Context: an optimization exercise on an open-source flow, tuned for small area, a short achievable clock period and few clock cycles per item. The choices shown serve that exercise and are no tape-out recipe.
In this exercise RTL edits were held to simulation tests only and were not proved equivalent to the original.
Power is estimated from default activity; no workload was simulated.

==> flow/design.v (outline; a module is shown in full before it is edited, if it fits) <==
// module ams_frame_encoder: 512 lines
module ams_frame_encoder (
    input  wire        clk,
    input  wire        rst,
    input  wire        in_valid,
    output wire        in_ready,
    input  wire        in_clear,
    input  wire        in_stream,      
    input  wire [15:0] in_year,
    input  wire [7:0]  in_month,
    input  wire [7:0]  in_day,
    input  wire [7:0]  in_wday,
    input  wire [7:0]  in_hour,
    input  wire [7:0]  in_minute,
    input  wire [7:0]  in_second,
    input  wire [31:0] in_p,
    input  wire [31:0] in_po,
    input  wire [31:0] in_q,
    input  wire [31:0] in_qo,
    input  wire [31:0] in_i1,
    input  wire [31:0] in_i2,
    input  wire [31:0] in_i3,
    input  wire [15:0] in_u1,
    input  wire [15:0] in_u2,
    input  wire [15:0] in_u3,
    input  wire [31:0] in_tpi,
    input  wire [31:0] in_tpo,
    input  wire [31:0] in_tqi,
    input  wire [31:0] in_tqo,
    output wire        out_valid,
    input  wire        out_ready,
    output wire [7:0]  out_data,
    output wire        out_last
);
  // ...
==> flow/flow/run.sh <==
#!/bin/bash
set -euo pipefail
export BUFFER_PORTS_ARGS="-buffer_cell sky130_fd_sc_hd__buf_1"
bash standard.sh finish > standard_flow.log 2>&1
==> flow/standard.sh <==
#!/bin/bash
# synth_recipe.tcl (not shown) runs the flow's synth.tcl, then flattens the netlist and writes it again
# the make line also repeats each setting of config.mk as NAME=value (left out here)
make -C /OpenROAD-flow-scripts/flow DESIGN_CONFIG=/design/flow/config.mk WORK_HOME=/design/flow/orfs CLKGATE_MAP_FILE= SYNTH_SCRIPT=/design/flow/synth_recipe.tcl "${@:-finish}"
==> flow/config.mk <==
export PLATFORM = sky130hd
export DESIGN_NAME = ams_frame_encoder
export DESIGN_NICKNAME = ams_frame_encoder
export VERILOG_FILES = /design/flow/design.v
export SDC_FILE = /design/flow/constraint.sdc
export NUM_CORES = 4
export LEC_CHECK = 0
export CAP_MARGIN = 20
export CORE_MARGIN = 2
export CORE_UTILIZATION = 40
export SLEW_MARGIN = 20
==> flow/constraint.sdc <==
create_clock -name core_clock -period 10.0 [get_ports {clk}]
set_input_delay 2.0000 -clock core_clock [delete_from_list [all_inputs] [get_ports {clk}]]
set_output_delay 2.0000 -clock core_clock [all_outputs]
set_load 0.01 [all_outputs]
==> impl_metrics.env, run 1 <==
export IMPL_viasPerCell=5.52
export IMPL_maxPowerGroup="registers"
export IMPL_comb_multi_input_count=1288
export IMPL_antenna_found_initial=42
export IMPL_row_count=98
export IMPL_vias=19400
export IMPL_leakagePower_nw=11.6
export IMPL_dieArea_sq_mm=0.0742
export IMPL_setup_viol=0
export IMPL_synth_common_cells="edfxtp_1, mux2_2, nor2_1"
export IMPL_tritoncts="done"
export IMPL_status="finished clean"
export IMPL_pg_seq_mw=3.08
export IMPL_register_area_sq_mm=0.0175
export IMPL_end_kind="register"
export IMPL_num_tap_cells=950
export IMPL_synth_nets=2521
export IMPL_synth_edf_count=557
export IMPL_required_ns=10.35
export IMPL_gp_congestion=0.903
export IMPL_pre_cts_ws_ns=3.08
export IMPL_inv_count=23
export IMPL_place_inst=3364
export IMPL_clkTransAtPathRegs_ns=0.06
export IMPL_synth_most_common_cell="edfxtp_1"
export IMPL_avgSynthCellArea_sq_um=14.2
export IMPL_start_util=0.404
export IMPL_power_frac_comb=0.097
export IMPL_yosys_top_cells_area="edfxtp_1, mux2_2, mux2i_1"
Testbench counts, summed over its fixed seeds: cycles 73,138, items 512.
==> run 2: changes to the inputs <==
==> flow/run.sh (new file) <==
#!/bin/bash
# synth_recipe.tcl (not shown) runs the flow's synth.tcl, then flattens the netlist and writes it again
# the make line also repeats each setting of config.mk as NAME=value (left out here)
make -C /OpenROAD-flow-scripts/flow DESIGN_CONFIG=/design/flow/config.mk WORK_HOME=/design/flow/orfs CLKGATE_MAP_FILE= SYNTH_SCRIPT=/design/flow/synth_recipe.tcl finish
removed: flow/flow/run.sh
removed: flow/standard.sh
==> impl_metrics.env, run 2 <==
export IMPL_largest_reg_flops=400
export IMPL_viasPerCell=5.52
export IMPL_skew_ns=0.0303
export IMPL_final_common_cell="edfxtp_1"
export IMPL_placed_cell_area_sq_mm=0.0345
export IMPL_required_ns=10.33
export IMPL_hold_violations=0
export IMPL_cts_sinks=594
export IMPL_synth_xor_area_frac=0.0305
export IMPL_r2r_cells=5
export IMPL_status="finished clean"
export IMPL_cp_max_fo=10
export IMPL_cts_buffer_depth=3
export IMPL_synth_compound_area_frac=0.0736
export IMPL_die_h_um=272
export IMPL_timing_rr_end="ch[224]"
export IMPL_crit_buf_inv=2
export IMPL_path_cells="clkdlybuf4s50_1 -> inv_1 -> ha_1 -> mux2i_1 -> o21ai_0 -> a22oi_2 -> nor2_1 -> a221oi_4 -> o21ai_0 -> a21o_1 -> nand3_1 -> ha_1 -> xnor2_2 -> a21oi_1 -> o21a_1 -> a311oi_1 -> xnor2_1 -> xor2_1 -> o31ai_1 -> mux2_2"
export IMPL_cts_hold_buf=0
export IMPL_coreArea_sq_mm=0.0714
export IMPL_worst_slew_pin_slew_ns=1.17
export IMPL_antenna_left=0
export IMPL_syn_to_final_growth_pct=27.2
export IMPL_fin_util=0.513
export IMPL_hpwl_um=65400
export IMPL_crit_type="in2reg"
export IMPL_ys_flop_type="edfxtp_1"
export IMPL_end_kind="register"
export IMPL_yosys_area_top_type="edfxtp_1"
export IMPL_row_count=98
export IMPL_holdWs_ns=0.454
export IMPL_drt_iter0_drc=1651
export IMPL_synth_nets=2521
export IMPL_cts_root_buf="clkbuf_16"
export IMPL_cap_violations=0
export IMPL_drc_errors=0
export IMPL_maxSlewViolCount=0
export IMPL_hold_path_depth=2
export IMPL_tritoncts="done"
export IMPL_setup_viol=0
export IMPL_top_register="ch"
export IMPL_synth_edf_count=557
export IMPL_clkLatencyLatePin_ns=0.61
export IMPL_yosys_area_share_adder=0.00734
export IMPL_drive_above_1_share=0.227
export IMPL_ff2ff_setup_slack_ns=5.98
export IMPL_ys_seq_area_frac=0.607
export IMPL_grt_remaining_overflow=0
export IMPL_routedWlPerCell_um=25.5
export IMPL_crit_family="compound AO/OA/AOI/OAI gates"
export IMPL_post_cts_resized=0
export IMPL_synth_top_family_by_area="multiplexers"
export IMPL_grt_pass1_wl_um=130000
export IMPL_synth_simple_area_share=0.0673
export IMPL_max_freq_mhz=152
export IMPL_leakagePower_nw=12.9
export IMPL_cpMaxStageDelayCell="clkdlybuf4s50_1"
export IMPL_synthArstFlopShare=0
export IMPL_fin_cells=3495
export IMPL_period_needed_ns=6.59
export IMPL_synth_common_cells="edfxtp_1, mux2_2, nor2_1"
export IMPL_wirelength_um=89000
export IMPL_fin_area_sq_mm=0.0366
export IMPL_slew_headroom=0.211
export IMPL_netlist_instances=2035
export IMPL_powerDensity_mw_per_mm2=169
export IMPL_ys_ff_latch=594
export IMPL_reg2reg_from="skid_v"
export IMPL_fillers=6152
export IMPL_yosysTopAreaCellShare=0.581
export IMPL_rsz0062_at_grt="no"
export IMPL_min_period_over_period=0.659
export IMPL_vias=19300
export IMPL_start_util=0.404
export IMPL_top_regs="ch: 400 flops, rq: 21 flops"
export IMPL_die_w_um=272
export IMPL_hold_end="rq[5]"
export IMPL_syn_area_sq_mm=0.0288
export IMPL_dieArea_sq_mm=0.0742
export IMPL_grt_pass1_vias=19900
export IMPL_firstDrtPassIters=6
export IMPL_ioPinCount=481
export IMPL_final_cell_mix="edfxtp_1, clkdlybuf4s50_1, mux2_2"
export IMPL_clkTransAtPathRegs_ns=0.06
export IMPL_portBuffers=479
export IMPL_cts_buffers=67
export IMPL_avgSynthCellArea_sq_um=14.2
export IMPL_nets=2969
export IMPL_slowest_delay_ns=0.64
export IMPL_synth_warnings=1
export IMPL_gp_congestion=0.913
export IMPL_antenna_found_initial=43
export IMPL_grt_max_degree=178
export IMPL_place_inst=3363
export IMPL_crit_path_start_kind="primary input"
export IMPL_multiInputGateArea_sq_mm=0.0107
export IMPL_grt_usage=0.236
export IMPL_crit_arrival_ns=6.92
export IMPL_cts_setup_buffers=0
export IMPL_hold_path_class="reg2reg"
export IMPL_muxShareOfSynthArea=0.192
export IMPL_ir_drop_mv=0.117
export IMPL_tns_ns=0
export IMPL_register_area_sq_mm=0.0175
export IMPL_ys_types=96
export IMPL_yosys_top_cells_area="edfxtp_1, mux2_2, mux2i_1"
export IMPL_worstHoldStart="rq[5]"
export IMPL_synth_most_common_cell="edfxtp_1"
export IMPL_cts_htree_levels=3
==> run 2: cells by family after synthesis <==
kind of cell    after synthesis
buf+inv                     153
compound gates              314
xor+xnor                     91
mux                         501
flops                       594
simple gates                365
fa+ha+maj                    17
==> run 2: worst reg2reg max path: stages (launching register included) <==
cell     delay (ns)
dfxtp_1        0.52
nor2b_2        0.19
buf_4          0.36
a21o_4         0.85
buf_12         0.79
buf_4          0.89
==> run 2: worst max path at each step <==
stage	from	end	slack [ns]	cells after the start
final	in_second[6]	c_pt[0]	3.41	20
after detailed placement	in_second[6]	c_pt[0]	2.83	20
after floorplan	in_stream	l0_d[0]	2.46	4
after global placement	in_second[6]	c_pt[0]	3.03	20
after global routing	in_second[6]	c_pt[0]	2.94	20
after CTS	in_second[6]	c_pt[0]	3.45	20
==> run 2: layer usage <==
| metal | wire (um) | track usage | share of wire |
|---|---|---|---|
| met5 | 393 | 0 | 0.0044 |
| met4 | 2360 | 0.0638 | 0.027 |
| met3 | 7610 | 0.0894 | 0.086 |
| met2 | 43500 | 0.397 | 0.49 |
| met1 | 35100 | 0.284 | 0.39 |
==> run 2: metrics by stage <==
step	worst slack, ns	power, mW
after floorplan	2.46	3.53
after global placement	3.03	3.83
after detailed placement	2.83	3.85
after CTS	3.45	6.25
after global routing	2.94	6.41
final	3.41	6.18
==> run 2: power breakdown <==
part	internal, mW	switching (mW)	leakage [nW]
clock	1.37	1.02	1.03
combinational	0.410	0.307	5.99
sequential	3.00	0.0769	5.84
==> run 2: layout make-up <==
type                    count  share of cell area
diodes                      9            0.000615
clock buffers              93              0.0513
clock inverters            29             0.00656
inverters                  23             0.00236
multi-input cells        1288               0.292
flip-flops and latches    594               0.477
well taps                 950              0.0324
repair buffers            509               0.138

==> what the ideal ports hide <==
How much do the figures lean on ideal ports? The routed layouts below were timed once more, with nothing changed but the port constraints. Step 1 (the two cells are an assumption about what drives the block):
set clk [get_ports {clk}]
set_driving_cell -lib_cell sky130_fd_sc_hd__clkbuf_16 $clk
set_driving_cell -lib_cell sky130_fd_sc_hd__buf_2 [delete_from_list [all_inputs] $clk]
Step 2 moves the port delays by t, midway between the first and last clock arrival at a register: inputs arrive t later, outputs are due t later. That takes back most of the time a late clock gives input paths. Three values: ideal, step 1, step 2; two values: the first two.
run | t (ns) | setup slack, ns | worst hold slack (ns) | worst register clock-pin slew, ns | pins driven straight from the clock port
run 1 | 0.673 | 3.624 / 3.662 / 2.989 | 0.453 / 0.453 / 0.453 | 0.06 / 0.06 | 1
run 2 | 0.661 | 3.406 / 3.444 / 2.784 | 0.454 / 0.454 / 0.454 | 0.06 / 0.06 | 1
After both steps every run listed still meets setup and hold. For run 1, which loses most, drivers alone change the setup slack by +0.038 ns; drivers and shift together by -0.635 ns.
